Context: an optimization exercise on an open-source flow, tuned for small area, a short achievable clock period and few clock cycles. The choices shown serve that exercise and are no tape-out recipe.
Function was checked by simulation only, so behaviour that the tests miss may differ from the original.

==> constraint.sdc <==
create_clock -name core_clock -period 9.0 [get_ports {clk}]
set_input_delay 1.8000 -clock core_clock [delete_from_list [all_inputs] [get_ports {clk}]]
set_output_delay 1.8000 -clock core_clock [all_outputs]
set_load 0.01 [all_outputs]
==> flow/run.sh <==
#!/bin/bash
# The standard layout, with the port buffers made of the smallest buffer
# cell instead of the delay buffer that buffer_ports picks by default.
set -e
export BUFFER_PORTS_ARGS="-buffer_cell sky130_fd_sc_hd__buf_1"
bash standard.sh > standard.log 2>&1
==> config.mk <==
export PLATFORM = sky130hd
export DESIGN_NAME = pxe_core
export DESIGN_NICKNAME = pxe_core
export VERILOG_FILES = /design/flow/design.v
export SDC_FILE = /design/flow/constraint.sdc
export NUM_CORES = 4
export LEC_CHECK = 0
export ABC_AREA = 1
export CAP_MARGIN = 20
export CORE_MARGIN = 2
export CORE_UTILIZATION = 40
export SETUP_SLACK_MARGIN = 4.5
export SLEW_MARGIN = 20
==> design.v <==
module pxe_core (
    input  wire        clk,
    input  wire        rst,
    input  wire        cmd_valid,
    output wire        cmd_ready,
    input  wire [4:0]  cmd_op,
    input  wire [31:0] cmd_key,
    input  wire [15:0] cmd_height,
    input  wire [15:0] cmd_width,
    input  wire        in_valid,
    output wire        in_ready,
    input  wire [23:0] in_data,
    output wire        out_valid,
    input  wire        out_ready,
    output wire [23:0] out_data,
    output wire        mem_ren_a,
    output wire [9:0]  mem_raddr_a,
    input  wire [31:0] mem_rdata_a,
    output wire        mem_ren_b,
    output wire [9:0]  mem_raddr_b,
    input  wire [31:0] mem_rdata_b,
    output wire        mem_we,
    output wire [9:0]  mem_waddr,
    output wire [31:0] mem_wdata
);
    localparam [1:0] S_IDLE   = 2'd0,
                     S_RESEED = 2'd1,    
                     S_DRAW   = 2'd2,
                     S_MATH   = 2'd3;
    localparam [1:0] P_J1  = 2'd0,    
                     P_J2  = 2'd1,    
                     P_SMP = 2'd2;    
    reg [1:0]  state;
    reg        shuf;        
    reg        dec;
    reg [31:0] x;           
    reg [9:0]  cnt;         
    reg [9:0]  ra;          
    reg        msb;         
    reg        blk1;        
    reg        regen;       
    reg        d_valid;     
    reg        w_valid;     
    reg [7:0]  w8;          
    reg [15:0] wid, col, row;    
    reg [1:0]  phase;
    reg [1:0]  cp0, cp1, cp2;    
    reg [1:0]  bsel;        
    reg [23:0] out_reg;
    reg        out_v;
    wire [31:0] x_mix = x ^ {30'd0, x[31:30]};
    wire [31:0] x_inv = ~x_mix;
    wire cs_s1 = 1'b1 ^ cnt[0] ^ x_mix[0];
    wire cs_c2 = (1'b1 & cnt[0]) | (1'b1 & x_mix[0]) | (cnt[0] & x_mix[0]);
    wire cs_s3 = cnt[1] ^ x_mix[1];
    wire cs_c4 = cnt[1] & x_mix[1];
    wire cs_s5 = cnt[2] ^ x_mix[2] ^ x_mix[0];
    wire cs_c6 = (cnt[2] & x_mix[2]) | (cnt[2] & x_mix[0]) | (x_mix[2] & x_mix[0]);
    wire cs_s7 = cnt[3] ^ x_mix[3] ^ x_mix[1];
    wire cs_c8 = (cnt[3] & x_mix[3]) | (cnt[3] & x_mix[1]) | (x_mix[3] & x_mix[1]);
    wire cs_s9 = cnt[4] ^ x_mix[4] ^ x_mix[2];
    wire cs_c10 = (cnt[4] & x_mix[4]) | (cnt[4] & x_mix[2]) | (x_mix[4] & x_mix[2]);
    wire cs_s11 = 1'b1 ^ cnt[5] ^ x_mix[5];
    wire cs_c12 = (1'b1 & cnt[5]) | (1'b1 & x_mix[5]) | (cnt[5] & x_mix[5]);
    wire cs_s13 = x_mix[3] ^ x_inv[0];
    wire cs_c14 = x_mix[3] & x_inv[0];
    wire cs_s15 = cnt[6] ^ x_mix[6] ^ x_mix[4];
    wire cs_c16 = (cnt[6] & x_mix[6]) | (cnt[6] & x_mix[4]) | (x_mix[6] & x_mix[4]);
    wire cs_s17 = 1'b1 ^ cnt[7] ^ x_mix[7];
    wire cs_c18 = (1'b1 & cnt[7]) | (1'b1 & x_mix[7]) | (cnt[7] & x_mix[7]);
    wire cs_s19 = x_mix[5] ^ x_inv[2] ^ x_inv[0];
    wire cs_c20 = (x_mix[5] & x_inv[2]) | (x_mix[5] & x_inv[0]) | (x_inv[2] & x_inv[0]);
    wire cs_s21 = cnt[8] ^ x_mix[8] ^ x_mix[6];
    wire cs_c22 = (cnt[8] & x_mix[8]) | (cnt[8] & x_mix[6]) | (x_mix[8] & x_mix[6]);
    wire cs_s23 = x_inv[3] ^ x_inv[1];
    wire cs_c24 = x_inv[3] & x_inv[1];
    wire cs_s25 = cnt[9] ^ x_mix[9] ^ x_mix[7];
    wire cs_c26 = (cnt[9] & x_mix[9]) | (cnt[9] & x_mix[7]) | (x_mix[9] & x_mix[7]);
    wire cs_s27 = x_mix[0] ^ x_inv[4] ^ x_inv[2];
    wire cs_c28 = (x_mix[0] & x_inv[4]) | (x_mix[0] & x_inv[2]) | (x_inv[4] & x_inv[2]);
    wire cs_s29 = x_mix[10] ^ x_mix[8] ^ x_mix[1];
    wire cs_c30 = (x_mix[10] & x_mix[8]) | (x_mix[10] & x_mix[1]) | (x_mix[8] & x_mix[1]);
    wire cs_s31 = x_inv[5] ^ x_inv[3];
    wire cs_c32 = x_inv[5] & x_inv[3];
    wire cs_s33 = x_mix[11] ^ x_mix[9] ^ x_mix[2];
    wire cs_c34 = (x_mix[11] & x_mix[9]) | (x_mix[11] & x_mix[2]) | (x_mix[9] & x_mix[2]);
    wire cs_s35 = x_mix[0] ^ x_inv[6] ^ x_inv[4];
    wire cs_c36 = (x_mix[0] & x_inv[6]) | (x_mix[0] & x_inv[4]) | (x_inv[6] & x_inv[4]);
    wire cs_s37 = x_mix[12] ^ x_mix[10] ^ x_mix[3];
    wire cs_c38 = (x_mix[12] & x_mix[10]) | (x_mix[12] & x_mix[3]) | (x_mix[10] & x_mix[3]);
    wire cs_s39 = x_mix[1] ^ x_inv[7] ^ x_inv[5];
    wire cs_c40 = (x_mix[1] & x_inv[7]) | (x_mix[1] & x_inv[5]) | (x_inv[7] & x_inv[5]);
    wire cs_s41 = x_mix[13] ^ x_mix[11] ^ x_mix[4];
    wire cs_c42 = (x_mix[13] & x_mix[11]) | (x_mix[13] & x_mix[4]) | (x_mix[11] & x_mix[4]);
    wire cs_s43 = x_mix[2] ^ x_inv[8] ^ x_inv[6];
    wire cs_c44 = (x_mix[2] & x_inv[8]) | (x_mix[2] & x_inv[6]) | (x_inv[8] & x_inv[6]);
    wire cs_s45 = x_mix[14] ^ x_mix[12] ^ x_mix[5];
    wire cs_c46 = (x_mix[14] & x_mix[12]) | (x_mix[14] & x_mix[5]) | (x_mix[12] & x_mix[5]);
    wire cs_s47 = x_mix[3] ^ x_inv[9] ^ x_inv[7];
    wire cs_c48 = (x_mix[3] & x_inv[9]) | (x_mix[3] & x_inv[7]) | (x_inv[9] & x_inv[7]);
    wire cs_s49 = 1'b1 ^ x_mix[15] ^ x_mix[13];
    wire cs_c50 = (1'b1 & x_mix[15]) | (1'b1 & x_mix[13]) | (x_mix[15] & x_mix[13]);
    wire cs_s51 = x_mix[6] ^ x_mix[4] ^ x_inv[10];
    wire cs_c52 = (x_mix[6] & x_mix[4]) | (x_mix[6] & x_inv[10]) | (x_mix[4] & x_inv[10]);
    wire cs_s53 = x_inv[8] ^ x_inv[0];
    wire cs_c54 = x_inv[8] & x_inv[0];
    wire cs_s55 = x_mix[16] ^ x_mix[14] ^ x_mix[7];
    wire cs_c56 = (x_mix[16] & x_mix[14]) | (x_mix[16] & x_mix[7]) | (x_mix[14] & x_mix[7]);
    wire cs_s57 = x_mix[5] ^ x_inv[11] ^ x_inv[9];
    wire cs_c58 = (x_mix[5] & x_inv[11]) | (x_mix[5] & x_inv[9]) | (x_inv[11] & x_inv[9]);
    wire cs_s59 = x_mix[17] ^ x_mix[15] ^ x_mix[8];
    wire cs_c60 = (x_mix[17] & x_mix[15]) | (x_mix[17] & x_mix[8]) | (x_mix[15] & x_mix[8]);
    wire cs_s61 = x_mix[6] ^ x_inv[12] ^ x_inv[10];
    wire cs_c62 = (x_mix[6] & x_inv[12]) | (x_mix[6] & x_inv[10]) | (x_inv[12] & x_inv[10]);
    wire cs_s63 = x_mix[18] ^ x_mix[16] ^ x_mix[9];
    wire cs_c64 = (x_mix[18] & x_mix[16]) | (x_mix[18] & x_mix[9]) | (x_mix[16] & x_mix[9]);
    wire cs_s65 = x_mix[7] ^ x_inv[13] ^ x_inv[11];
    wire cs_c66 = (x_mix[7] & x_inv[13]) | (x_mix[7] & x_inv[11]) | (x_inv[13] & x_inv[11]);
    wire cs_s67 = x_mix[19] ^ x_mix[17] ^ x_mix[10];
    wire cs_c68 = (x_mix[19] & x_mix[17]) | (x_mix[19] & x_mix[10]) | (x_mix[17] & x_mix[10]);
    wire cs_s69 = x_mix[8] ^ x_mix[0] ^ x_inv[14];
    wire cs_c70 = (x_mix[8] & x_mix[0]) | (x_mix[8] & x_inv[14]) | (x_mix[0] & x_inv[14]);
    wire cs_s71 = x_inv[12] ^ x_inv[4];
    wire cs_c72 = x_inv[12] & x_inv[4];
    wire cs_s73 = x_mix[20] ^ x_mix[18] ^ x_mix[11];
    wire cs_c74 = (x_mix[20] & x_mix[18]) | (x_mix[20] & x_mix[11]) | (x_mix[18] & x_mix[11]);
    wire cs_s75 = x_mix[9] ^ x_mix[1] ^ x_inv[15];
    wire cs_c76 = (x_mix[9] & x_mix[1]) | (x_mix[9] & x_inv[15]) | (x_mix[1] & x_inv[15]);
    wire cs_s77 = x_inv[13] ^ x_inv[5];
    wire cs_c78 = x_inv[13] & x_inv[5];
    wire cs_s79 = x_mix[21] ^ x_mix[19] ^ x_mix[12];
    wire cs_c80 = (x_mix[21] & x_mix[19]) | (x_mix[21] & x_mix[12]) | (x_mix[19] & x_mix[12]);
    wire cs_s81 = x_mix[10] ^ x_mix[2] ^ x_inv[16];
    wire cs_c82 = (x_mix[10] & x_mix[2]) | (x_mix[10] & x_inv[16]) | (x_mix[2] & x_inv[16]);
    wire cs_s83 = x_inv[14] ^ x_inv[6];
    wire cs_c84 = x_inv[14] & x_inv[6];
    wire cs_s85 = x_mix[22] ^ x_mix[20] ^ x_mix[13];
    wire cs_c86 = (x_mix[22] & x_mix[20]) | (x_mix[22] & x_mix[13]) | (x_mix[20] & x_mix[13]);
    wire cs_s87 = x_mix[11] ^ x_mix[3] ^ x_inv[17];
    wire cs_c88 = (x_mix[11] & x_mix[3]) | (x_mix[11] & x_inv[17]) | (x_mix[3] & x_inv[17]);
    wire cs_s89 = x_inv[15] ^ x_inv[7];
    wire cs_c90 = x_inv[15] & x_inv[7];
    wire cs_s91 = x_mix[23] ^ x_mix[21] ^ x_mix[14];
    wire cs_c92 = (x_mix[23] & x_mix[21]) | (x_mix[23] & x_mix[14]) | (x_mix[21] & x_mix[14]);
    wire cs_s93 = x_mix[12] ^ x_mix[4] ^ x_inv[18];
    wire cs_c94 = (x_mix[12] & x_mix[4]) | (x_mix[12] & x_inv[18]) | (x_mix[4] & x_inv[18]);
    wire cs_s95 = x_inv[16] ^ x_inv[8];
    wire cs_c96 = x_inv[16] & x_inv[8];
    wire cs_s97 = x_mix[24] ^ x_mix[22] ^ x_mix[15];
    wire cs_c98 = (x_mix[24] & x_mix[22]) | (x_mix[24] & x_mix[15]) | (x_mix[22] & x_mix[15]);
    wire cs_s99 = x_mix[13] ^ x_mix[5] ^ x_inv[19];
    wire cs_c100 = (x_mix[13] & x_mix[5]) | (x_mix[13] & x_inv[19]) | (x_mix[5] & x_inv[19]);
    wire cs_s101 = x_inv[17] ^ x_inv[9];
    wire cs_c102 = x_inv[17] & x_inv[9];
    wire cs_s103 = x_mix[25] ^ x_mix[23] ^ x_mix[16];
    wire cs_c104 = (x_mix[25] & x_mix[23]) | (x_mix[25] & x_mix[16]) | (x_mix[23] & x_mix[16]);
    wire cs_s105 = x_mix[14] ^ x_mix[6] ^ x_inv[20];
    wire cs_c106 = (x_mix[14] & x_mix[6]) | (x_mix[14] & x_inv[20]) | (x_mix[6] & x_inv[20]);
    wire cs_s107 = x_inv[18] ^ x_inv[10];
    wire cs_c108 = x_inv[18] & x_inv[10];
    wire cs_s109 = 1'b1 ^ x_mix[26] ^ x_mix[24];
    wire cs_c110 = (1'b1 & x_mix[26]) | (1'b1 & x_mix[24]) | (x_mix[26] & x_mix[24]);
    wire cs_s111 = x_mix[17] ^ x_mix[15] ^ x_mix[7];
    wire cs_c112 = (x_mix[17] & x_mix[15]) | (x_mix[17] & x_mix[7]) | (x_mix[15] & x_mix[7]);
    wire cs_s113 = x_inv[21] ^ x_inv[19] ^ x_inv[11];
    wire cs_c114 = (x_inv[21] & x_inv[19]) | (x_inv[21] & x_inv[11]) | (x_inv[19] & x_inv[11]);
    wire cs_s115 = x_mix[27] ^ x_mix[25] ^ x_mix[18];
    wire cs_c116 = (x_mix[27] & x_mix[25]) | (x_mix[27] & x_mix[18]) | (x_mix[25] & x_mix[18]);
    wire cs_s117 = x_mix[16] ^ x_mix[8] ^ x_inv[22];
    wire cs_c118 = (x_mix[16] & x_mix[8]) | (x_mix[16] & x_inv[22]) | (x_mix[8] & x_inv[22]);
    wire cs_s119 = x_inv[20] ^ x_inv[12] ^ x_inv[1];
    wire cs_c120 = (x_inv[20] & x_inv[12]) | (x_inv[20] & x_inv[1]) | (x_inv[12] & x_inv[1]);
    wire cs_s121 = 1'b1 ^ x_mix[28] ^ x_mix[26];
    wire cs_c122 = (1'b1 & x_mix[28]) | (1'b1 & x_mix[26]) | (x_mix[28] & x_mix[26]);
    wire cs_s123 = x_mix[19] ^ x_mix[17] ^ x_mix[9];
    wire cs_c124 = (x_mix[19] & x_mix[17]) | (x_mix[19] & x_mix[9]) | (x_mix[17] & x_mix[9]);
    wire cs_s125 = x_inv[23] ^ x_inv[21] ^ x_inv[13];
    wire cs_c126 = (x_inv[23] & x_inv[21]) | (x_inv[23] & x_inv[13]) | (x_inv[21] & x_inv[13]);
    wire cs_s127 = x_inv[2] ^ x_inv[0];
    wire cs_c128 = x_inv[2] & x_inv[0];
    wire cs_s129 = x_mix[29] ^ x_mix[27] ^ x_mix[20];
    wire cs_c130 = (x_mix[29] & x_mix[27]) | (x_mix[29] & x_mix[20]) | (x_mix[27] & x_mix[20]);
    wire cs_s131 = x_mix[18] ^ x_mix[10] ^ x_inv[24];
    wire cs_c132 = (x_mix[18] & x_mix[10]) | (x_mix[18] & x_inv[24]) | (x_mix[10] & x_inv[24]);
    wire cs_s133 = x_inv[22] ^ x_inv[14] ^ x_inv[3];
    wire cs_c134 = (x_inv[22] & x_inv[14]) | (x_inv[22] & x_inv[3]) | (x_inv[14] & x_inv[3]);
    wire cs_s135 = x_mix[30] ^ x_mix[28] ^ x_mix[21];
    wire cs_c136 = (x_mix[30] & x_mix[28]) | (x_mix[30] & x_mix[21]) | (x_mix[28] & x_mix[21]);
    wire cs_s137 = x_mix[19] ^ x_mix[11] ^ x_inv[25];
    wire cs_c138 = (x_mix[19] & x_mix[11]) | (x_mix[19] & x_inv[25]) | (x_mix[11] & x_inv[25]);
    wire cs_s139 = x_inv[23] ^ x_inv[15] ^ x_inv[4];
    wire cs_c140 = (x_inv[23] & x_inv[15]) | (x_inv[23] & x_inv[4]) | (x_inv[15] & x_inv[4]);
    wire cs_s141 = x_mix[31] ^ x_mix[29] ^ x_mix[22];
    wire cs_s143 = x_mix[20] ^ x_mix[12] ^ x_mix[0];
    wire cs_s145 = x_inv[26] ^ x_inv[24] ^ x_inv[16];
    wire cs_s147 = x_inv[5] ^ x_inv[3];
    wire cs_s149 = cs_c10 ^ cs_s13 ^ cs_s11;
    wire cs_c150 = (cs_c10 & cs_s13) | (cs_c10 & cs_s11) | (cs_s13 & cs_s11);
    wire cs_s151 = x_inv[1] ^ cs_c14 ^ cs_c12;
    wire cs_c152 = (x_inv[1] & cs_c14) | (x_inv[1] & cs_c12) | (cs_c14 & cs_c12);
    wire cs_s153 = cs_c16 ^ cs_s17 ^ cs_s19;
    wire cs_c154 = (cs_c16 & cs_s17) | (cs_c16 & cs_s19) | (cs_s17 & cs_s19);
    wire cs_s155 = cs_c18 ^ cs_s23 ^ cs_c20;
    wire cs_c156 = (cs_c18 & cs_s23) | (cs_c18 & cs_c20) | (cs_s23 & cs_c20);
    wire cs_s157 = cs_c24 ^ cs_c22 ^ cs_s25;
    wire cs_c158 = (cs_c24 & cs_c22) | (cs_c24 & cs_s25) | (cs_c22 & cs_s25);
    wire cs_s159 = cs_c26 ^ cs_s31 ^ cs_c28;
    wire cs_c160 = (cs_c26 & cs_s31) | (cs_c26 & cs_c28) | (cs_s31 & cs_c28);
    wire cs_s161 = cs_c32 ^ cs_c30 ^ cs_s33;
    wire cs_c162 = (cs_c32 & cs_c30) | (cs_c32 & cs_s33) | (cs_c30 & cs_s33);
    wire cs_s163 = cs_c34 ^ cs_c36 ^ cs_s37;
    wire cs_c164 = (cs_c34 & cs_c36) | (cs_c34 & cs_s37) | (cs_c36 & cs_s37);
    wire cs_s165 = cs_c38 ^ cs_c40 ^ cs_s41;
    wire cs_c166 = (cs_c38 & cs_c40) | (cs_c38 & cs_s41) | (cs_c40 & cs_s41);
    wire cs_s167 = cs_c42 ^ cs_c44 ^ cs_s45;
    wire cs_c168 = (cs_c42 & cs_c44) | (cs_c42 & cs_s45) | (cs_c44 & cs_s45);
    wire cs_s169 = cs_c46 ^ cs_s53 ^ cs_c48;
    wire cs_c170 = (cs_c46 & cs_s53) | (cs_c46 & cs_c48) | (cs_s53 & cs_c48);
    wire cs_s171 = cs_s49 ^ cs_s51;
    wire cs_c172 = cs_s49 & cs_s51;
    wire cs_s173 = x_inv[1] ^ cs_c54 ^ cs_c50;
    wire cs_c174 = (x_inv[1] & cs_c54) | (x_inv[1] & cs_c50) | (cs_c54 & cs_c50);
    wire cs_s175 = cs_c52 ^ cs_s55 ^ cs_s57;
    wire cs_c176 = (cs_c52 & cs_s55) | (cs_c52 & cs_s57) | (cs_s55 & cs_s57);
    wire cs_s177 = x_inv[2] ^ cs_c56 ^ cs_c58;
    wire cs_c178 = (x_inv[2] & cs_c56) | (x_inv[2] & cs_c58) | (cs_c56 & cs_c58);
    wire cs_s179 = cs_s59 ^ cs_s61;
    wire cs_c180 = cs_s59 & cs_s61;
    wire cs_s181 = x_inv[3] ^ cs_c60 ^ cs_c62;
    wire cs_c182 = (x_inv[3] & cs_c60) | (x_inv[3] & cs_c62) | (cs_c60 & cs_c62);
    wire cs_s183 = cs_s63 ^ cs_s65;
    wire cs_c184 = cs_s63 & cs_s65;
    wire cs_s185 = cs_c64 ^ cs_s71 ^ cs_c66;
    wire cs_c186 = (cs_c64 & cs_s71) | (cs_c64 & cs_c66) | (cs_s71 & cs_c66);
    wire cs_s187 = cs_s67 ^ cs_s69;
    wire cs_c188 = cs_s67 & cs_s69;
    wire cs_s189 = cs_c72 ^ cs_c68 ^ cs_s77;
    wire cs_c190 = (cs_c72 & cs_c68) | (cs_c72 & cs_s77) | (cs_c68 & cs_s77);
    wire cs_s191 = cs_c70 ^ cs_s73 ^ cs_s75;
    wire cs_c192 = (cs_c70 & cs_s73) | (cs_c70 & cs_s75) | (cs_s73 & cs_s75);
    wire cs_s193 = cs_c78 ^ cs_c74 ^ cs_s83;
    wire cs_c194 = (cs_c78 & cs_c74) | (cs_c78 & cs_s83) | (cs_c74 & cs_s83);
    wire cs_s195 = cs_c76 ^ cs_s79 ^ cs_s81;
    wire cs_c196 = (cs_c76 & cs_s79) | (cs_c76 & cs_s81) | (cs_s79 & cs_s81);
    wire cs_s197 = cs_c84 ^ cs_c80 ^ cs_s89;
    wire cs_c198 = (cs_c84 & cs_c80) | (cs_c84 & cs_s89) | (cs_c80 & cs_s89);
    wire cs_s199 = cs_c82 ^ cs_s85 ^ cs_s87;
    wire cs_c200 = (cs_c82 & cs_s85) | (cs_c82 & cs_s87) | (cs_s85 & cs_s87);
    wire cs_s201 = cs_c90 ^ cs_c86 ^ cs_s95;
    wire cs_c202 = (cs_c90 & cs_c86) | (cs_c90 & cs_s95) | (cs_c86 & cs_s95);
    wire cs_s203 = cs_c88 ^ cs_s91 ^ cs_s93;
    wire cs_c204 = (cs_c88 & cs_s91) | (cs_c88 & cs_s93) | (cs_s91 & cs_s93);
    wire cs_s205 = cs_c96 ^ cs_c92 ^ cs_s101;
    wire cs_c206 = (cs_c96 & cs_c92) | (cs_c96 & cs_s101) | (cs_c92 & cs_s101);
    wire cs_s207 = cs_c94 ^ cs_s97 ^ cs_s99;
    wire cs_c208 = (cs_c94 & cs_s97) | (cs_c94 & cs_s99) | (cs_s97 & cs_s99);
    wire cs_s209 = cs_c102 ^ cs_c98 ^ cs_s107;
    wire cs_c210 = (cs_c102 & cs_c98) | (cs_c102 & cs_s107) | (cs_c98 & cs_s107);
    wire cs_s211 = cs_c100 ^ cs_s103 ^ cs_s105;
    wire cs_c212 = (cs_c100 & cs_s103) | (cs_c100 & cs_s105) | (cs_s103 & cs_s105);
    wire cs_s213 = x_inv[0] ^ cs_c108 ^ cs_c104;
    wire cs_c214 = (x_inv[0] & cs_c108) | (x_inv[0] & cs_c104) | (cs_c108 & cs_c104);
    wire cs_s215 = cs_c106 ^ cs_s109 ^ cs_s111;
    wire cs_c216 = (cs_c106 & cs_s109) | (cs_c106 & cs_s111) | (cs_s109 & cs_s111);
    wire cs_s217 = cs_c110 ^ cs_c112 ^ cs_c114;
    wire cs_c218 = (cs_c110 & cs_c112) | (cs_c110 & cs_c114) | (cs_c112 & cs_c114);
    wire cs_s219 = cs_s115 ^ cs_s117 ^ cs_s119;
    wire cs_c220 = (cs_s115 & cs_s117) | (cs_s115 & cs_s119) | (cs_s117 & cs_s119);
    wire cs_s221 = cs_c116 ^ cs_s127 ^ cs_c118;
    wire cs_c222 = (cs_c116 & cs_s127) | (cs_c116 & cs_c118) | (cs_s127 & cs_c118);
    wire cs_s223 = cs_c120 ^ cs_s121 ^ cs_s123;
    wire cs_c224 = (cs_c120 & cs_s121) | (cs_c120 & cs_s123) | (cs_s121 & cs_s123);
    wire cs_s225 = x_inv[1] ^ cs_c128 ^ cs_c122;
    wire cs_c226 = (x_inv[1] & cs_c128) | (x_inv[1] & cs_c122) | (cs_c128 & cs_c122);
    wire cs_s227 = cs_c124 ^ cs_c126 ^ cs_s129;
    wire cs_c228 = (cs_c124 & cs_c126) | (cs_c124 & cs_s129) | (cs_c126 & cs_s129);
    wire cs_s229 = cs_s131 ^ cs_s133;
    wire cs_c230 = cs_s131 & cs_s133;
    wire cs_s231 = x_inv[2] ^ cs_c130 ^ cs_c132;
    wire cs_c232 = (x_inv[2] & cs_c130) | (x_inv[2] & cs_c132) | (cs_c130 & cs_c132);
    wire cs_s233 = cs_c134 ^ cs_s135 ^ cs_s137;
    wire cs_c234 = (cs_c134 & cs_s135) | (cs_c134 & cs_s137) | (cs_s135 & cs_s137);
    wire cs_s235 = cs_c136 ^ cs_s147 ^ cs_c138;
    wire cs_s237 = cs_c140 ^ cs_s141 ^ cs_s143;
    wire cs_s239 = cs_s15 ^ cs_s151 ^ cs_c150;
    wire cs_c240 = (cs_s15 & cs_s151) | (cs_s15 & cs_c150) | (cs_s151 & cs_c150);
    wire cs_s241 = cs_c152 ^ cs_s153;
    wire cs_c242 = cs_c152 & cs_s153;
    wire cs_s243 = cs_s21 ^ cs_c154 ^ cs_s155;
    wire cs_c244 = (cs_s21 & cs_c154) | (cs_s21 & cs_s155) | (cs_c154 & cs_s155);
    wire cs_s245 = cs_s27 ^ cs_c156 ^ cs_s157;
    wire cs_c246 = (cs_s27 & cs_c156) | (cs_s27 & cs_s157) | (cs_c156 & cs_s157);
    wire cs_s247 = cs_s29 ^ cs_c158 ^ cs_s159;
    wire cs_c248 = (cs_s29 & cs_c158) | (cs_s29 & cs_s159) | (cs_c158 & cs_s159);
    wire cs_s249 = cs_s35 ^ cs_c160 ^ cs_s161;
    wire cs_c250 = (cs_s35 & cs_c160) | (cs_s35 & cs_s161) | (cs_c160 & cs_s161);
    wire cs_s251 = cs_s39 ^ cs_c162 ^ cs_s163;
    wire cs_c252 = (cs_s39 & cs_c162) | (cs_s39 & cs_s163) | (cs_c162 & cs_s163);
    wire cs_s253 = cs_s43 ^ cs_c164 ^ cs_s165;
    wire cs_c254 = (cs_s43 & cs_c164) | (cs_s43 & cs_s165) | (cs_c164 & cs_s165);
    wire cs_s255 = cs_s47 ^ cs_c166 ^ cs_s167;
    wire cs_c256 = (cs_s47 & cs_c166) | (cs_s47 & cs_s167) | (cs_c166 & cs_s167);
    wire cs_s257 = cs_s171 ^ cs_c168 ^ cs_s169;
    wire cs_c258 = (cs_s171 & cs_c168) | (cs_s171 & cs_s169) | (cs_c168 & cs_s169);
    wire cs_s259 = cs_c172 ^ cs_s173 ^ cs_c170;
    wire cs_c260 = (cs_c172 & cs_s173) | (cs_c172 & cs_c170) | (cs_s173 & cs_c170);
    wire cs_s261 = cs_c174 ^ cs_s179 ^ cs_c176;
    wire cs_c262 = (cs_c174 & cs_s179) | (cs_c174 & cs_c176) | (cs_s179 & cs_c176);
    wire cs_s263 = cs_c180 ^ cs_s183 ^ cs_c178;
    wire cs_c264 = (cs_c180 & cs_s183) | (cs_c180 & cs_c178) | (cs_s183 & cs_c178);
    wire cs_s265 = cs_c184 ^ cs_s187 ^ cs_c182;
    wire cs_c266 = (cs_c184 & cs_s187) | (cs_c184 & cs_c182) | (cs_s187 & cs_c182);
    wire cs_s267 = cs_c188 ^ cs_s189 ^ cs_c186;
    wire cs_c268 = (cs_c188 & cs_s189) | (cs_c188 & cs_c186) | (cs_s189 & cs_c186);
    wire cs_s269 = cs_c190 ^ cs_s193 ^ cs_c192;
    wire cs_c270 = (cs_c190 & cs_s193) | (cs_c190 & cs_c192) | (cs_s193 & cs_c192);
    wire cs_s271 = cs_c194 ^ cs_s197 ^ cs_c196;
    wire cs_c272 = (cs_c194 & cs_s197) | (cs_c194 & cs_c196) | (cs_s197 & cs_c196);
    wire cs_s273 = cs_c198 ^ cs_s201 ^ cs_c200;
    wire cs_c274 = (cs_c198 & cs_s201) | (cs_c198 & cs_c200) | (cs_s201 & cs_c200);
    wire cs_s275 = cs_c202 ^ cs_s205 ^ cs_c204;
    wire cs_c276 = (cs_c202 & cs_s205) | (cs_c202 & cs_c204) | (cs_s205 & cs_c204);
    wire cs_s277 = cs_c206 ^ cs_s209 ^ cs_c208;
    wire cs_c278 = (cs_c206 & cs_s209) | (cs_c206 & cs_c208) | (cs_s209 & cs_c208);
    wire cs_s279 = cs_s113 ^ cs_c210 ^ cs_s213;
    wire cs_c280 = (cs_s113 & cs_c210) | (cs_s113 & cs_s213) | (cs_c210 & cs_s213);
    wire cs_s281 = cs_c212 ^ cs_s215;
    wire cs_c282 = cs_c212 & cs_s215;
    wire cs_s283 = cs_c214 ^ cs_c216 ^ cs_s217;
    wire cs_c284 = (cs_c214 & cs_c216) | (cs_c214 & cs_s217) | (cs_c216 & cs_s217);
    wire cs_s285 = cs_s125 ^ cs_c218 ^ cs_c220;
    wire cs_c286 = (cs_s125 & cs_c218) | (cs_s125 & cs_c220) | (cs_c218 & cs_c220);
    wire cs_s287 = cs_s221 ^ cs_s223;
    wire cs_c288 = cs_s221 & cs_s223;
    wire cs_s289 = cs_s225 ^ cs_s229 ^ cs_c222;
    wire cs_c290 = (cs_s225 & cs_s229) | (cs_s225 & cs_c222) | (cs_s229 & cs_c222);
    wire cs_s291 = cs_c224 ^ cs_s227;
    wire cs_c292 = cs_c224 & cs_s227;
    wire cs_s293 = cs_s139 ^ cs_c226 ^ cs_c230;
    wire cs_c294 = (cs_s139 & cs_c226) | (cs_s139 & cs_c230) | (cs_c226 & cs_c230);
    wire cs_s295 = cs_c228 ^ cs_s231 ^ cs_s233;
    wire cs_c296 = (cs_c228 & cs_s231) | (cs_c228 & cs_s233) | (cs_s231 & cs_s233);
    wire cs_s297 = cs_s145 ^ cs_c232 ^ cs_c234;
    wire cs_s299 = cs_s235 ^ cs_s237;
    wire cs_s301 = cs_s175 ^ cs_c258 ^ cs_s259;
    wire cs_c302 = (cs_s175 & cs_c258) | (cs_s175 & cs_s259) | (cs_c258 & cs_s259);
    wire cs_s303 = cs_s177 ^ cs_c260 ^ cs_s261;
    wire cs_c304 = (cs_s177 & cs_c260) | (cs_s177 & cs_s261) | (cs_c260 & cs_s261);
    wire cs_s305 = cs_s181 ^ cs_c262 ^ cs_s263;
    wire cs_c306 = (cs_s181 & cs_c262) | (cs_s181 & cs_s263) | (cs_c262 & cs_s263);
    wire cs_s307 = cs_s185 ^ cs_c264 ^ cs_s265;
    wire cs_c308 = (cs_s185 & cs_c264) | (cs_s185 & cs_s265) | (cs_c264 & cs_s265);
    wire cs_s309 = cs_s191 ^ cs_c266 ^ cs_s267;
    wire cs_c310 = (cs_s191 & cs_c266) | (cs_s191 & cs_s267) | (cs_c266 & cs_s267);
    wire cs_s311 = cs_s195 ^ cs_c268 ^ cs_s269;
    wire cs_c312 = (cs_s195 & cs_c268) | (cs_s195 & cs_s269) | (cs_c268 & cs_s269);
    wire cs_s313 = cs_s199 ^ cs_c270 ^ cs_s271;
    wire cs_c314 = (cs_s199 & cs_c270) | (cs_s199 & cs_s271) | (cs_c270 & cs_s271);
    wire cs_s315 = cs_s203 ^ cs_c272 ^ cs_s273;
    wire cs_c316 = (cs_s203 & cs_c272) | (cs_s203 & cs_s273) | (cs_c272 & cs_s273);
    wire cs_s317 = cs_s207 ^ cs_c274 ^ cs_s275;
    wire cs_c318 = (cs_s207 & cs_c274) | (cs_s207 & cs_s275) | (cs_c274 & cs_s275);
    wire cs_s319 = cs_s211 ^ cs_c276 ^ cs_s277;
    wire cs_c320 = (cs_s211 & cs_c276) | (cs_s211 & cs_s277) | (cs_c276 & cs_s277);
    wire cs_s321 = cs_s281 ^ cs_s279 ^ cs_c278;
    wire cs_c322 = (cs_s281 & cs_s279) | (cs_s281 & cs_c278) | (cs_s279 & cs_c278);
    wire cs_s323 = cs_s219 ^ cs_c282 ^ cs_c280;
    wire cs_c324 = (cs_s219 & cs_c282) | (cs_s219 & cs_c280) | (cs_c282 & cs_c280);
    wire cs_s325 = cs_s287 ^ cs_c284 ^ cs_s285;
    wire cs_c326 = (cs_s287 & cs_c284) | (cs_s287 & cs_s285) | (cs_c284 & cs_s285);
    wire cs_s327 = cs_c288 ^ cs_s291 ^ cs_c286;
    wire cs_c328 = (cs_c288 & cs_s291) | (cs_c288 & cs_c286) | (cs_s291 & cs_c286);
    wire cs_s329 = cs_c292 ^ cs_c290 ^ cs_s293;
    wire cs_c330 = (cs_c292 & cs_c290) | (cs_c292 & cs_s293) | (cs_c290 & cs_s293);
    wire cs_s331 = cs_c294 ^ cs_s299 ^ cs_c296;
    wire cs_s333 = cs_s283 ^ cs_c322 ^ cs_s323;
    wire cs_c334 = (cs_s283 & cs_c322) | (cs_s283 & cs_s323) | (cs_c322 & cs_s323);
    wire cs_s335 = cs_c324 ^ cs_s325;
    wire cs_c336 = cs_c324 & cs_s325;
    wire cs_s337 = cs_s289 ^ cs_c326 ^ cs_s327;
    wire cs_c338 = (cs_s289 & cs_c326) | (cs_s289 & cs_s327) | (cs_c326 & cs_s327);
    wire cs_s339 = cs_s295 ^ cs_c328 ^ cs_s329;
    wire cs_c340 = (cs_s295 & cs_c328) | (cs_s295 & cs_s329) | (cs_c328 & cs_s329);
    wire cs_s341 = cs_s297 ^ cs_c330 ^ cs_s331;
    wire [31:0] ms_a = {cs_c340, cs_c338, cs_c336, cs_c334, cs_s333, cs_c320, cs_c318, cs_c316, cs_c314, cs_c312, cs_c310, cs_c308, cs_c306, cs_c304, cs_c302, cs_s301, cs_c256, cs_c254, cs_c252, cs_c250, cs_c248, cs_c246, cs_c244, cs_c242, cs_c240, cs_s239, cs_s149, cs_c8, cs_c6, cs_c4, cs_s3, cs_s1};
    wire [31:0] ms_b = {cs_s341, cs_s339, cs_s337, cs_s335, 1'b0, cs_s321, cs_s319, cs_s317, cs_s315, cs_s313, cs_s311, cs_s309, cs_s307, cs_s305, cs_s303, 1'b0, cs_s257, cs_s255, cs_s253, cs_s251, cs_s249, cs_s247, cs_s245, cs_s243, cs_s241, 1'b0, 1'b0, cs_s9, cs_s7, cs_s5, cs_c2, 1'b0};
    wire [31:0] x_next = ms_a + ms_b;
    wire        in_rs = (state == S_RESEED);
    wire [9:0]  rb = (ra >= 10'd228) ? ra - 10'd228 : ra + 10'd396;
    wire        raw  = in_rs && (cnt <= 10'd396);
    wire [31:0] op_a = regen ? x : (raw ? 32'd0 : mem_rdata_a);
    wire [31:0] op_b = in_rs ? x : mem_rdata_b;
    wire [31:0] tw   = op_b ^ {1'b0, msb && !raw, op_a[30:1]}
                       ^ (op_a[0] ? 32'h9908B0DF : 32'h0);
    function [31:0] temper;
        input [31:0] v;
        reg [31:0] t;
        begin
            t = v ^ (v >> 11);
            t = t ^ ((t << 7)  & 32'h9D2C5680);
            t = t ^ ((t << 15) & 32'hEFC60000);
            t = t ^ (t >> 18);
            temper = t;
        end
    endfunction
    wire [31:0] word = temper(tw);
    function [7:0] sel_byte;
        input [23:0] p;
        input [1:0]  k;
        begin
            case (k)
                2'd0:    sel_byte = p[7:0];
                2'd1:    sel_byte = p[15:8];
                default: sel_byte = p[23:16];
            endcase
        end
    endfunction
    wire [1:0] cp_b  = (bsel == 2'd0) ? cp0 : (bsel == 2'd1) ? cp1 : cp2;
    wire [1:0] src   = (shuf && !dec) ? cp_b : bsel;    
    wire [1:0] dst   = (shuf && dec)  ? cp_b : bsel;    
    wire [7:0] s_in  = sel_byte(in_data, src);
    wire        acc_nz  = (w8[6:0] <= 7'd99);
    wire [7:0]  s_inv   = s_in ^ {8{dec}};
    wire [9:0]  sum     = {2'b00, s_inv} + {3'b000, w8[6:0]} - 10'd50;
    wire [7:0]  clipped = (sum[9] ? 8'd0 : (sum[8] ? 8'd255 : sum[7:0])) ^ {8{dec}};
    wire [7:0]  res     = shuf ? clipped : (s_in ^ w8);
    wire [7:0]  k8  = x[7:0];
    wire [7:0]  mka = dec ? ~k8 : 8'd0;
    wire [7:0]  mkc = dec ? 8'hFF : k8;
    wire [7:0]  m_r0 = ((in_data[7:0]   ^ mka) + k8) ^ mkc;
    wire [7:0]  m_r1 = ((in_data[15:8]  ^ mka) + k8) ^ mkc;
    wire [7:0]  m_r2 = ((in_data[23:16] ^ mka) + k8) ^ mkc;
    wire out_free = !out_v || out_ready;
    wire in_draw  = (state == S_DRAW);
    wire in_math  = (state == S_MATH);
    wire smp_word = !shuf || (phase == P_SMP && acc_nz);
    wire consume  = w_valid && (!smp_word || (in_valid && out_free));
    wire put      = w_valid && smp_word && in_valid && out_free;    
    wire advance  = d_valid && (!w_valid || consume);
    wire room     = !d_valid || advance;
    wire last_col = (col == 16'd1);
    wire last_pix = last_col && (row == 16'd1);
    wire pix_done = (put && bsel == 2'd2) || (in_math && in_valid && out_free);
    wire reload   = d_valid && blk1 && (ra == 10'd397);
    wire issue    = !(pix_done && last_pix) && room && !reload &&
                    ((in_rs && cnt >= 10'd396) || in_draw);
    wire step     = in_rs ? (cnt < 10'd396 || (cnt == 10'd396 ? issue : advance))
                          : (regen && (cnt == 10'd396 || advance));
    wire [15:0] cr_dec = (last_col ? row : col) - 16'd1;
    assign cmd_ready = (state == S_IDLE);
    assign in_ready  = (w_valid && smp_word && bsel == 2'd2 && out_free) ||
                       (in_math && out_free);
    assign out_valid = out_v;
    assign out_data  = out_reg;
    assign mem_ren_a   = issue;
    assign mem_raddr_a = ra;
    assign mem_ren_b   = issue;
    assign mem_raddr_b = rb;
    assign mem_we      = raw || d_valid;
    assign mem_waddr   = raw ? cnt : (ra >= 10'd2 ? ra - 10'd2 : ra + 10'd622);
    assign mem_wdata   = tw;
    always @(posedge clk) begin
        if (rst) begin
            state   <= S_IDLE;
            d_valid <= 1'b0;
            w_valid <= 1'b0;
            out_v   <= 1'b0;
        end else begin
            if (out_ready)
                out_v <= 1'b0;
            if (pix_done)
                out_v <= 1'b1;
            if (advance) begin
                msb <= op_a[31];
                w8  <= word[7:0];
                if (ra == 10'd1)         
                    blk1 <= 1'b0;
                if (ra == 10'd0)         
                    regen <= 1'b0;
            end
            if (step) begin
                x   <= x_next;
                cnt <= cnt + 10'd1;
            end
            d_valid <= issue || (d_valid && !advance);
            if (issue)
                ra <= (ra == 10'd623) ? 10'd0 : ra + 10'd1;
            w_valid <= advance || (w_valid && !consume);
            if (consume && shuf) begin
                case (phase)
                    P_J1: begin
                        if (w8[1:0] != 2'd3) begin
                            cp0   <= w8[1:0];    
                            phase <= P_J2;
                        end
                    end
                    P_J2: begin
                        case ({cp0, w8[0]})
                            3'b000: begin cp0 <= 2'd1; cp1 <= 2'd2; cp2 <= 2'd0; end
                            3'b001: begin cp0 <= 2'd2; cp1 <= 2'd1; cp2 <= 2'd0; end
                            3'b010: begin cp0 <= 2'd2; cp1 <= 2'd0; cp2 <= 2'd1; end
                            3'b011: begin cp0 <= 2'd0; cp1 <= 2'd2; cp2 <= 2'd1; end
                            3'b100: begin cp0 <= 2'd1; cp1 <= 2'd0; cp2 <= 2'd2; end
                            default: begin cp0 <= 2'd0; cp1 <= 2'd1; cp2 <= 2'd2; end
                        endcase
                        phase <= P_SMP;
                    end
                    default: ;
                endcase
            end
            if (put) begin
                case (dst)
                    2'd0:    out_reg[7:0]   <= res;
                    2'd1:    out_reg[15:8]  <= res;
                    default: out_reg[23:16] <= res;
                endcase
                bsel <= (bsel == 2'd2) ? 2'd0 : bsel + 2'd1;
            end
            case (state)
                S_IDLE: begin
                    if (cmd_valid) begin
                        shuf   <= cmd_op[2];
                        dec    <= cmd_op[4];
                        x      <= cmd_key;
                        cnt    <= 10'd0;
                        ra     <= 10'd1;
                        blk1   <= 1'b1;
                        regen  <= 1'b0;
                        phase  <= P_J1;
                        bsel   <= 2'd0;
                        wid    <= cmd_width;
                        col    <= cmd_width;
                        row    <= cmd_height;
                        if (cmd_height == 16'd0 || cmd_width == 16'd0)
                            state <= S_IDLE;
                        else if (cmd_op[1])
                            state <= S_MATH;
                        else
                            state <= S_RESEED;
                    end
                end
                S_RESEED: begin
                    if (cnt == 10'd0)
                        msb <= x[31];
                    if (cnt == 10'd623 && advance)
                        state <= S_DRAW;
                end
                S_DRAW: begin
                    if (reload && advance) begin
                        x     <= mem_rdata_a;
                        cnt   <= 10'd396;
                        regen <= 1'b1;
                    end
                end
                S_MATH: begin
                    if (pix_done)
                        out_reg <= {m_r2, m_r1, m_r0};
                end
                default: state <= S_IDLE;
            endcase
            if (pix_done) begin
                if (last_pix) begin
                    state   <= S_IDLE;
                    d_valid <= 1'b0;
                    w_valid <= 1'b0;
                end else if (last_col) begin
                    col <= wid;
                    row <= cr_dec;
                end else begin
                    col <= cr_dec;
                end
            end
        end
    end
endmodule
==> standard.sh <==
#!/bin/bash
# synth_recipe.tcl (not shown) runs the flow's synth.tcl, then flattens the netlist and writes it again
# the make line also repeats each setting of config.mk as NAME=value (left out here)
make -C /OpenROAD-flow-scripts/flow DESIGN_CONFIG=/design/flow/config.mk WORK_HOME=/design/flow/orfs CLKGATE_MAP_FILE= SYNTH_SCRIPT=/design/flow/synth_recipe.tcl "${@:-finish}"
==> metrics.md, run 1 <==
| Metric | Value |
|---|---|
| Area contributors post-synth | edfxtp_1 (24%), fa_1 (14%), nand2_1 (10%), inv_1 (8.7%), ha_1 (6.0%) |
| # IOs | 254 |
| Syn Std Cell Area | 18600 um2 |
| Crit-path leading delay family | adder cells |
| Synth cell types | 59 |
| Footprint of the multi-input gates | 13500 um2 |
| Post-synth top flop | edfxtp_1 |
| Final hold vios | 0 |
| Largest stage delay, worst path | 570 ps |
| Vias per cell | 5.50 |
| Hpwl dp | 53600 um |
| # rows | 79 |
| Register Area | 4510 um2 |
| Final setup margin | 4170 ps |
| Crit-path slowest cell | fa_2 |
| Top-area cell type share of the netlist area | 0.237 |
| Fin Setup TNS | 0 ps |
| Pin count of the biggest net entering global routing | 58 |
| Initial DRC Count | 1771 |
| Clock skew | 14.8 ps |
| Die Width | 220 um |
| Syn Nets | 2862 |
| Number of H-tree levels | 4 |
| Worst Tran Pin Value | 1010 ps |
| Port bufs | 251 |
| Via count of the routed design | 19402 |
| Unrepaired setup endpoints after global routing | true |
| Worst reg-to-reg setup slack | 4170 ps |
| Setup Crit Path Kind | reg -> reg |
| CTS buffer count | 17 |
| Drt total wl | 75200 um |
| Hold Buf Count CTS | 0 |
| Clock slew seen by the registers of the worst setup and hold paths | 70 ps |
| Max reg flops | 32 |
| GR Overflow Total | 0 |
| # fillers | 4438 |
| Detailed-route DRC error count | 0 |
| Seq/Total Area, Yosys | 0.243 |
| Starting density of the core | 0.402 |
| Async set or reset register ratio after synthesis | 0 |
| CP bufs+invs | 5 |
| Syn Area/Cell | 7.51 um2 |
| Setup crit end kind | register |
| Hold Crit Class | reg -> reg |
| Longest Clk Path Bufs | 2 |
| DP Worst Slack | 3360 ps |
| Placeable Area | 46300 um2 |
| Most common cell in the netlist | nand2_1 |
| Post-synth EDFFs | 147 |
| Top cell type by total area after synthesis | edfxtp_1 |
| Max Cap Viol | 0 |
| GPL Wtd Cong | 0.962 |
| Pre-antenna DRT Iters | 6 |
| Clk Latency, worst-skew pair | 500 ps |
| CP dominant cell by count | inv_1 |
| Peak Freq | 207 MHz |
| Cells after Synth | 2477 |
| Wire length per cell | 21.3 um |
| List of most frequent post-synthesis cells | nand2_1 (508), inv_1 (429), o21ai_0 (185), nor2_1 (168), nand3_1 (148) |
| First-pass GRT wire length | 108000 um |
| DIE AREA | 48300 um2 |
| Clock tree sinks | 152 |
| CP cell instances | xnor2_4 -> buf_12 -> fa_2 -> inv_1 -> fa_1 -> inv_1 -> fa_1 -> fa_2 -> fa_2 -> ha_4 -> a21oi_1 -> inv_1 -> a31oi_1 -> o21ai_2 -> inv_1 -> nor2_1 -> o21ai_1 -> nand2_1 |
| Fin nets | 3292 |
| Worst Setup Start Kind | register |
| CP Max Fanout | 4 |
| CTS tree | yes |
| Root Buffer | clkbuf_16 |
| Antenna violations before repair | 4 |
| Die Y | 220 um |
| Register bit count reported by yosys | 152 |
| Min cycle time layout | 4830 ps |
| Status | complete, no violations |
| Vias in the first global route | 18048 |
| Share of cells above drive strength 1 | 0.229 |
| Ys Warns | 1 |
| Period utilization | 0.537 |
| WHS | 544 ps |
| Relative slew slack | 0.324 |
| Crit path DAT | 5070 ps |
| Gr usage total | 0.302 |
| Remaining antenna violation count | 0 |
| Slew Limit Fails | 0 |
| # setup viols final | 0 |
| Inserted Diodes | 0 |
| CP required | 9240 ps |
| Layout area overhead | 30.9% |
==> layout make-up <==
cell class	count	area share
clock buffers	17	0.0175
clock inverters	15	0.00699
inverters	452	0.0735
multi-input cells	1797	0.556
flip-flops and latches	152	0.185
well taps	607	0.0312
repair buffers	485	0.129
repair inverters	2	0.000976
==> worst min-delay path, cell delays in order, from the launching register on <==
cell and delay (ps):
edfxtp_1 320, nand2_1 50, o221ai_1 60
==> final timing paths <==
check,start,to,depth (start not counted)
worst min register to register,wid[6],col[6],2
worst min-delay path,wid[6],col[6],2
worst max-delay path,x[31],x[30],18
worst max register to register,x[31],x[30],18
==> cell usage in the layout, fill, tap and decap left out, drive strengths merged, types with 5 or more instances in the layout <==
master,instances
nand2,523
buf,464
inv,438
o21ai,231
nor2,173
nand3,160
edfxtp,147
a21oi,137
fa,134
xor2,96
ha,89
xnor2,40
nand4,36
clkbuf,36
o211ai,32
nor3,23
clkinvlp,19
nor4,15
a22oi,15
a31oi,15
o221ai,12
clkinv,10
or2,9
nand3b,7
o22ai,7
and2,6
a211oi,6
a21boi,6
dfxtp,5
o21bai,5
==> stage by stage <==
stage | instances | instance area, um2 | utilization
finish | 3527 | 24400 | 0.527
global route | 3527 | 24400 | 0.527
CTS | 3453 | 22900 | 0.495
detailed placement | 3270 | 20000 | 0.433
global placement | 3270 | 20000 | 0.433
floorplan | 2477 | 18700 | -
==> logic make-up (layout without fill, tap and decap cells) <==
group | after synthesis | count (layout) | share of synthesized area
adders and majority gates | 223 | 223 | 0.204
xor gates and xnor gates | 136 | 136 | 0.0677
AOI/OAI and AO/OA | 480 | 480 | 0.148
DFF | 152 | 152 | 0.243
buffers and inverters | 534 | 971 | 0.115
muxes | 3 | 3 | 0.00161
and+or+nand+nor | 949 | 955 | 0.221
==> per-layer routing <==
metal	GRT usage	routed length, um	vias to the layer above
met5	0	41	-
met4	0.135	3280	6
met2	0.473	34200	1018
li1	-	-	8956
met3	0.0761	7280	206
met1	0.394	30500	9216
==> timing repair <==
item	4_1_cts	5_1_grt
setup endpoints to repair	101	95
resized for setup	244	245
gates cloned	6	4
setup buffers	145	70
pin swaps	69	99
Testbench counts, summed over its fixed seeds: cycles 57,653.
==> inputs of run 2 (changes only) <==
--- a/config.mk
+++ b/config.mk
@@ -11,3 +11,4 @@
 export CORE_UTILIZATION = 40
-export SETUP_SLACK_MARGIN = 4.5
+export SETUP_SLACK_MARGIN = 4.0
 export SLEW_MARGIN = 20
+export TNS_END_PERCENT = 10
==> run 2 against run 1 <==
  * Highest routed layer unchanged
  * Global-route usage down 1.8 points
  * Non-clock buffer count down 120
  * Synthesized cell count unchanged
  * Critical path depth down 8
==> metrics.md, run 2 <==
| Metric | Value |
|---|---|
| Final std cells w/o fill | 3401 (-3.6%) |
| CTS buffer count | 17 (unchanged) |
| Final instance area | 21700 um2 (-11%) |
| Placed cell area | 20000 um2 (-0.16%) |
| Remaining antenna violation count | 0 (unchanged) |
| List of most frequent post-synthesis cells | nand2_1 (508), inv_1 (429), o21ai_0 (185), nor2_1 (168), nand3_1 (148) |
| Initial DRC Count | 1795 (+1.4%) |
| Most common cell after layout, fill and taps aside | nand2_1 |
| Final hold vios | 0 (unchanged) |
| Syn Area/Cell | 7.51 um2 (unchanged) |
| Hpwl dp | 52300 um (-2.5%) |
| Synth cell types | 59 (unchanged) |
| Number of H-tree levels | 4 (unchanged) |
| Port bufs | 251 (unchanged) |
| CTS tree | yes |
| # fillers | 4765 (+7.4%) |
| Root Buffer | clkbuf_16 |
| GPL Wtd Cong | 0.957 (-0.50%) |
| Setup crit end kind | output port |
| GR Overflow Total | 0 (unchanged) |
| Min cycle time layout | 4940 ps (+109 ps) |
| Fin nets | 3165 (-3.9%) |
| # IOs | 254 (unchanged) |
| Gr busiest metal | met2 |
| Hold Buf Count CTS | 0 (unchanged) |
| Hold Crit Class | reg -> reg |
| Clock tree sinks | 152 (unchanged) |
| # setup viols final | 0 (unchanged) |
| Drt total wl | 68900 um (-8.4%) |
| Share of cells above drive strength 1 | 0.101 (-0.129) |
| Vias in the first global route | 17140 (-5.0%) |
| Area contributors post-synth | edfxtp_1 (24%), fa_1 (14%), nand2_1 (10%), inv_1 (8.7%), ha_1 (6.0%) |
| Placed insts | 3270 (unchanged) |
| Clock slew seen by the registers of the worst setup and hold paths | 70 ps (about the same) |
| Global Route met3 Usage | 0.0440 (-0.0320) |
| Vias per cell | 5.38 (-2.3%) |
| CP Max Fanout | 39 (+35) |
| # rows | 79 (unchanged) |
| Post-synth top flop | edfxtp_1 |
| Top cell type by total area after synthesis | edfxtp_1 |
| CP required | 7200 ps (-2040 ps) |
| First-pass GRT wire length | 102000 um (-5.6%) |
| Layout area overhead | 16.4% |
| Max reg flops | 32 (unchanged) |
| Wire length per cell | 20.3 um (-5.0%) |
| Top-area cell type share of the netlist area | 0.237 (unchanged) |
| Syn Nets | 2862 (unchanged) |
| Worst Tran Pin Value | 1030 ps (+17.4 ps) |
| Crit path DAT | 3140 ps (-1930 ps) |
| Async set or reset register ratio after synthesis | 0 (unchanged) |
| Pre-antenna DRT Iters | 6 (unchanged) |
| Clk Latency, worst-skew pair | 500 ps (about the same) |
| Detailed-route DRC error count | 0 (unchanged) |
| Antenna violations before repair | 2 (-2) |
| Syn Std Cell Area | 18600 um2 (unchanged) |
| Gr usage total | 0.284 (-0.0175) |
| Via count of the routed design | 18282 (-5.8%) |
| Die Y | 220 um (unchanged) |
| Register bit count reported by yosys | 152 (unchanged) |
| Cells after Synth | 2477 (unchanged) |
| Starting density of the core | 0.402 (unchanged) |
| Max Cap Viol | 0 (unchanged) |
| Status | complete, no violations |
| Peak Freq | 202 MHz (-2.2%) |
| Slew Limit Fails | 0 (unchanged) |
| Post-synth EDFFs | 147 (unchanged) |
| WHS | 537 ps (-7.58 ps) |
| Worst Setup Start Kind | input pin |
| DIE AREA | 48300 um2 (unchanged) |
| Relative slew slack | 0.313 (-0.0109) |
| Unrepaired setup endpoints after global routing | true |
| DP Worst Slack | 3130 ps (-236 ps) |
| Seq/Total Area, Yosys | 0.243 (unchanged) |
| Die Width | 220 um (unchanged) |
| Met1 GRT Util | 0.392 (-0.00153) |
| Final setup margin | 4060 ps (-109 ps) |
| Commonest non-fill, non-tap cells in the layout | nand2_1 (501), inv_1 (408), buf_1 (250) |
| Pin count of the biggest net entering global routing | 68 (+17%) |
| Setup Crit Path Kind | in -> out |
| Post-layout util | 0.468 (-0.0584) |
| Ys Warns | 1 (unchanged) |
| Period utilization | 0.549 (+0.0122) |
| GR Layer Usage met2 | 0.448 (-0.0247) |
| Clock skew | 12.4 ps (-2.42 ps) |
| Longest Clk Path Bufs | 2 (unchanged) |
| Placeable Area | 46300 um2 (unchanged) |
| Most common cell in the netlist | nand2_1 |
| Fin Setup TNS | 0 ps (unchanged) |
## run 2: cell counts after synthesis
No cell type changed its count.
## run 2: cell families after synthesis
group,share of synthesized area
mux,0.00161
flops,0.243
xor+xnor,0.0677
compound gates,0.148
fa+ha+maj,0.204
simple gates,0.221
buf+inv,0.115
## run 2: cell type report
cell class	count	area, um2	area share
multi-input combinational	1792	12200	0.563
sequential	152	4510	0.208
timing repair buffer	365	1890	0.0871
inverter	452	1780	0.0821
tap	607	759	0.0351
clock buffer	19	433	0.0200
clock inverter	13	98.8	0.00456
antenna	1	2.50	0.000116
## run 2: critical path, cell delays in order
cell	delay [ps]
buf_1	110
o21ai_4	170
nor2_2	70
buf_12	170
inv_6	130
nand2_4	110
nand2_2	130
nand2_2	120
inv_2	140
buf_1	170
## run 2: final timing paths
kind / startpoint / to / slack, ps / cells past startpoint
worst max-delay path: out_ready / mem_ren_a / 4060 / 10
worst min-delay path: d_valid / w_valid / 540 / 2
worst max register to register: x[30] / x[30] / 4150 / 22
worst min register to register: d_valid / w_valid / 540 / 2
## run 2: timing repair
| item | 4_1_cts | 5_1_grt |
|---|---|---|
| buffers inserted | 55 | 42 |
| endpoints found under the setup margin | 66 | 60 |
| resized for setup | 37 | 39 |
| pin swaps | 3 | 6 |
| gates cloned | 1 | 0 |
## run 2: layer usage
metal	vias up	routed length (um)
met1	8661	30000
met5	-	14
met4	2	2650
met2	784	30700
li1	8716	-
met3	119	5520
==> inputs of run 3 (changes only) <==
--- a/config.mk
+++ b/config.mk
@@ -10,5 +10,4 @@
 export CORE_MARGIN = 2
-export CORE_UTILIZATION = 40
+export CORE_UTILIZATION = 50
 export SETUP_SLACK_MARGIN = 4.0
 export SLEW_MARGIN = 20
-export TNS_END_PERCENT = 10
==> run 3 against run 2 <==
  * Flip-flop and latch count is the same
  * Clock skew barely moved
  * Critical endpoint is now x[31]
  * Synthesized area did not move
  * Largest cell class unchanged
  * First-iteration DRC count grew 6.1%
  * Still clean on timing, DRC and antenna
  * Via count up 0.70%
  * Cell count is 4.1% lower
  * Worst hold slack improved by 3.3 ps
==> metrics.md, run 3 <==
| Metric | Value |
|---|---|
| Placeable Area | 36600 um2 (-21%) |
| Syn Area/Cell | 7.51 um2 (unchanged) |
| Post-synthesis adder-cell area fraction | 0.204 (unchanged) |
| Max Cap Viol | 0 (unchanged) |
| # rows | 70 (-11%) |
| Relative slew slack | 0.388 (+0.0743) |
| Clk Latency, worst-skew pair | 460 ps (-40 ps) |
| Layout area overhead | 16.5% (about the same) |
| GPL Wtd Cong | 0.981 (+2.4%) |
| Hold Crit Class | reg -> reg |
| Post-synthesis xor/xnor area fraction | 0.0677 (unchanged) |
| Die Y | 197 um (-10%) |
| Initial DRC Count | 1904 (+6.1%) |
| Vias per cell | 5.64 (+5.0%) |
| Status | complete, no violations |
| Worst Tran Pin Value | 918 ps (-111 ps) |
| GR Overflow Total | 0 (unchanged) |
| Synth Area in Simple Gates | 0.221 (unchanged) |
| Cells after Synth | 2477 (unchanged) |
| CP Max Fanout | 4 (-90%) |
| Unrepaired setup endpoints after global routing | true |
| Largest stage delay, worst path | 560 ps (+390 ps) |
| Crit-path leading delay family | adder cells |
| Fin Setup TNS | 0 ps (unchanged) |
| Most common cell after layout, fill and taps aside | nand2_1 |
| Crit path DAT | 5130 ps (+1990 ps) |
| Fin nets | 3167 (+0.063%) |
| Number of H-tree levels | 4 (unchanged) |
| # fillers | 3528 (-26%) |
| Min cycle time layout | 4930 ps (-4.57 ps) |
| Share of cells above drive strength 1 | 0.108 (+0.00708) |
| Post-synth EDFFs | 147 (unchanged) |
| Worst Setup Start Kind | register |
| Root Buffer | clkbuf_16 |
| Peak Freq | 203 MHz (about the same) |
| Synth Area in Compound Gates | 0.148 (unchanged) |
| Most common cell in the netlist | nand2_1 |
| Pre-antenna DRT Iters | 6 (unchanged) |
| Top-area cell type share of the netlist area | 0.237 (unchanged) |
| Post-layout util | 0.592 (+0.124) |
| Longest Clk Path Bufs | 2 (unchanged) |
| Syn Std Cell Area | 18600 um2 (unchanged) |
| WHS | 540 ps (+3.34 ps) |
| Commonest non-fill, non-tap cells in the layout | nand2_1 (501), inv_1 (406), buf_1 (250) |
| Async set or reset register ratio after synthesis | 0 (unchanged) |
| Die Width | 197 um (-10%) |
| Syn Nets | 2862 (unchanged) |
| Clock tree sinks | 152 (unchanged) |
| Slew Limit Fails | 0 (unchanged) |
| Remaining antenna violation count | 0 (unchanged) |
| Drt total wl | 67400 um (-2.2%) |
| Gr usage total | 0.346 (+0.0619) |
| DIE AREA | 38800 um2 (-20%) |
| Hold Buf Count CTS | 0 (unchanged) |
| Crit-path slowest cell | fa_1 |
| Post-synthesis mux area share | 0.00161 (unchanged) |
| Register bit count reported by yosys | 152 (unchanged) |
| CP dominant cell by count | fa_1 |
| Period utilization | 0.548 (about the same) |
| Max reg flops | 32 (unchanged) |
| CP bufs+invs | 5 (unchanged) |
| List of most frequent post-synthesis cells | nand2_1 (508), inv_1 (429), o21ai_0 (185), nor2_1 (168), nand3_1 (148) |
| Clock slew seen by the registers of the worst setup and hold paths | 80 ps (about the same) |
| Post-synth top flop | edfxtp_1 |
| Hpwl dp | 51100 um (-2.2%) |
| CP required | 9200 ps (+2000 ps) |
| First-pass GRT wire length | 101000 um (-1.4%) |
| CTS buffer count | 17 (unchanged) |
| Setup crit end kind | register |
| Seq/Total Area, Yosys | 0.243 (unchanged) |
| Clock skew | 12.0 ps (-0.380 ps) |
| Top cell type by total area after synthesis | edfxtp_1 |
| Synth cell types | 59 (unchanged) |
| Setup Crit Path Kind | reg -> reg |
| Largest family of logic cells by synthesized area | simple AND/OR/NAND/NOR gates |
| Area contributors post-synth | edfxtp_1 (24%), fa_1 (14%), nand2_1 (10%), inv_1 (8.7%), ha_1 (6.0%) |
| Detailed-route DRC error count | 0 (unchanged) |
| Final hold vios | 0 (unchanged) |
| CTS tree | yes |
| Ys Warns | 1 (unchanged) |
| Via count of the routed design | 18410 (+0.70%) |
| Wire length per cell | 20.7 um (+1.9%) |
| Inserted Diodes | 0 (-1) |
| Starting density of the core | 0.508 (+0.106) |
| Port bufs | 251 (unchanged) |
| CP cell instances | clkinvlp_4 -> buf_4 -> buf_4 -> fa_1 -> fa_1 -> fa_1 -> fa_1 -> inv_1 -> ha_1 -> inv_1 -> nor3_2 -> a21oi_1 -> o221ai_2 -> a21oi_2 -> xnor2_1 -> o21ai_0 -> nand2_1 |
| # setup viols final | 0 (unchanged) |
| Pin count of the biggest net entering global routing | 64 (-5.9%) |
| Vias in the first global route | 17305 (+0.96%) |
| Antenna violations before repair | 1 (-1) |
| # IOs | 254 (unchanged) |
==> run 3: cell types whose count changed in the layout (fill, tap and decap cells not counted), moves of 4 or more <==
cell / previous run / this run
ha_1: 86 / 82
ha_4: 2 / 7
nor2_1: 164 / 160
o21ai_0: 181 / 171
o21ai_1: 29 / 34
==> run 3: layout make-up <==
| type | instances | area, um2 | area share |
|---|---|---|---|
| multi-input cells | 1792 | 12300 | 0.567 |
| flip-flops and latches | 152 | 4510 | 0.208 |
| repair buffers | 366 | 1910 | 0.0883 |
| inverters | 452 | 1790 | 0.0824 |
| well taps | 468 | 586 | 0.0270 |
| clock buffers | 18 | 429 | 0.0198 |
| clock inverters | 14 | 144 | 0.00664 |
| repair inverters | 1 | 5.00 | 0.000231 |
==> run 3: routing by layer <==
layer / global-route usage / vias up / wire length [um]
met3: 0.0994 / 133 / 7360
met2: 0.536 / 912 / 29900
met5: 0 / - / 12
met4: 0.114 / 2 / 2130
li1: - / 8714 / -
met1: 0.467 / 8649 / 28000
==> run 3: repair_timing <==
item | in CTS | in global routing
endpoints found under the hold margin | 0 | 0
cloned | 0 | 3
gates resized for setup | 46 | 68
pin swaps | 3 | 16
setup endpoints to repair | 56 | 56
setup buffers | 50 | 48
==> run 3: path summary, 6_finish.rpt <==
kind         startpoint       to  slack (ps)  cells past startpoint
min reg2reg     wid[12]  col[12]         540                      2
min             wid[12]  col[12]         540                      2
max               x[11]    x[31]        4070                     17
max reg2reg       x[11]    x[31]        4070                     17
==> run 3: metrics by stage <==
stage	instance area (um2)	setup WS [ps]	std cells
4_1_cts	21000	3980	3212
3_5_place_dp	19800	2950	3130
6_report	21700	4070	3263
3_3_place_gp	19800	3000	3130
5_1_grt	21700	3950	3263
2_1_floorplan	18600	4060	2477
==> run 3: cells by family after synthesis <==
kind of cell               count (synthesis)
and+or+nand+nor                          949
xor gates and xnor gates                 136
AOI/OAI and AO/OA                        480
buffers and inverters                    534
adders and majority gates                223
DFF                                      152
muxes                                      3
==> run 3: worst reg2reg max path, stage by stage (launching register included) <==
cell and delay (ps):
edfxtp_1 400, clkinvlp_4 190, buf_4 200, buf_4 170, fa_1 560, fa_1 450
fa_1 530, fa_1 560, inv_1 60, ha_1 300, inv_1 210, nor3_2 90
a21oi_1 170, o221ai_2 120, a21oi_2 330, xnor2_1 110, o21ai_0 150, nand2_1 80

-- static timing again, ports no longer ideal --
The flow's constraints put no driver on any port. The routed layouts listed below were extracted and timed again, unchanged, in two steps.
Step 1 (the two cells are an assumption about what drives the block):
set clk [get_ports {clk}]
set_driving_cell -lib_cell sky130_fd_sc_hd__clkbuf_16 $clk
set_driving_cell -lib_cell sky130_fd_sc_hd__buf_2 [delete_from_list [all_inputs] $clk]
Step 2 times the ports against the registers' clock, not the clock port: input delays grow and output delays shrink by t, the midpoint of the rising clock arrivals with the driver on.
a / b / c = ideal / step 1 / step 2; a / b = the first two.
| run | t, ns | slack for setup (ns) | slew at the worst register clock pin (ns) | worst slew at a driven data input, ns |
|---|---|---|---|---|
| run 1 | 0.552 | 4.171 / 4.171 / 4.083 | 0.08 / 0.08 | 0.11 |
| run 2 | 0.540 | 4.061 / 4.037 / 3.697 | 0.08 / 0.08 | 0.10 |
| run 3 | 0.511 | 4.066 / 4.040 / 3.793 | 0.08 / 0.08 | 0.08 |
After both steps setup and hold are still met in every run listed. The setup slack of run 2, which loses most, moves by -0.024 ns with the drivers and by -0.364 ns with both steps.
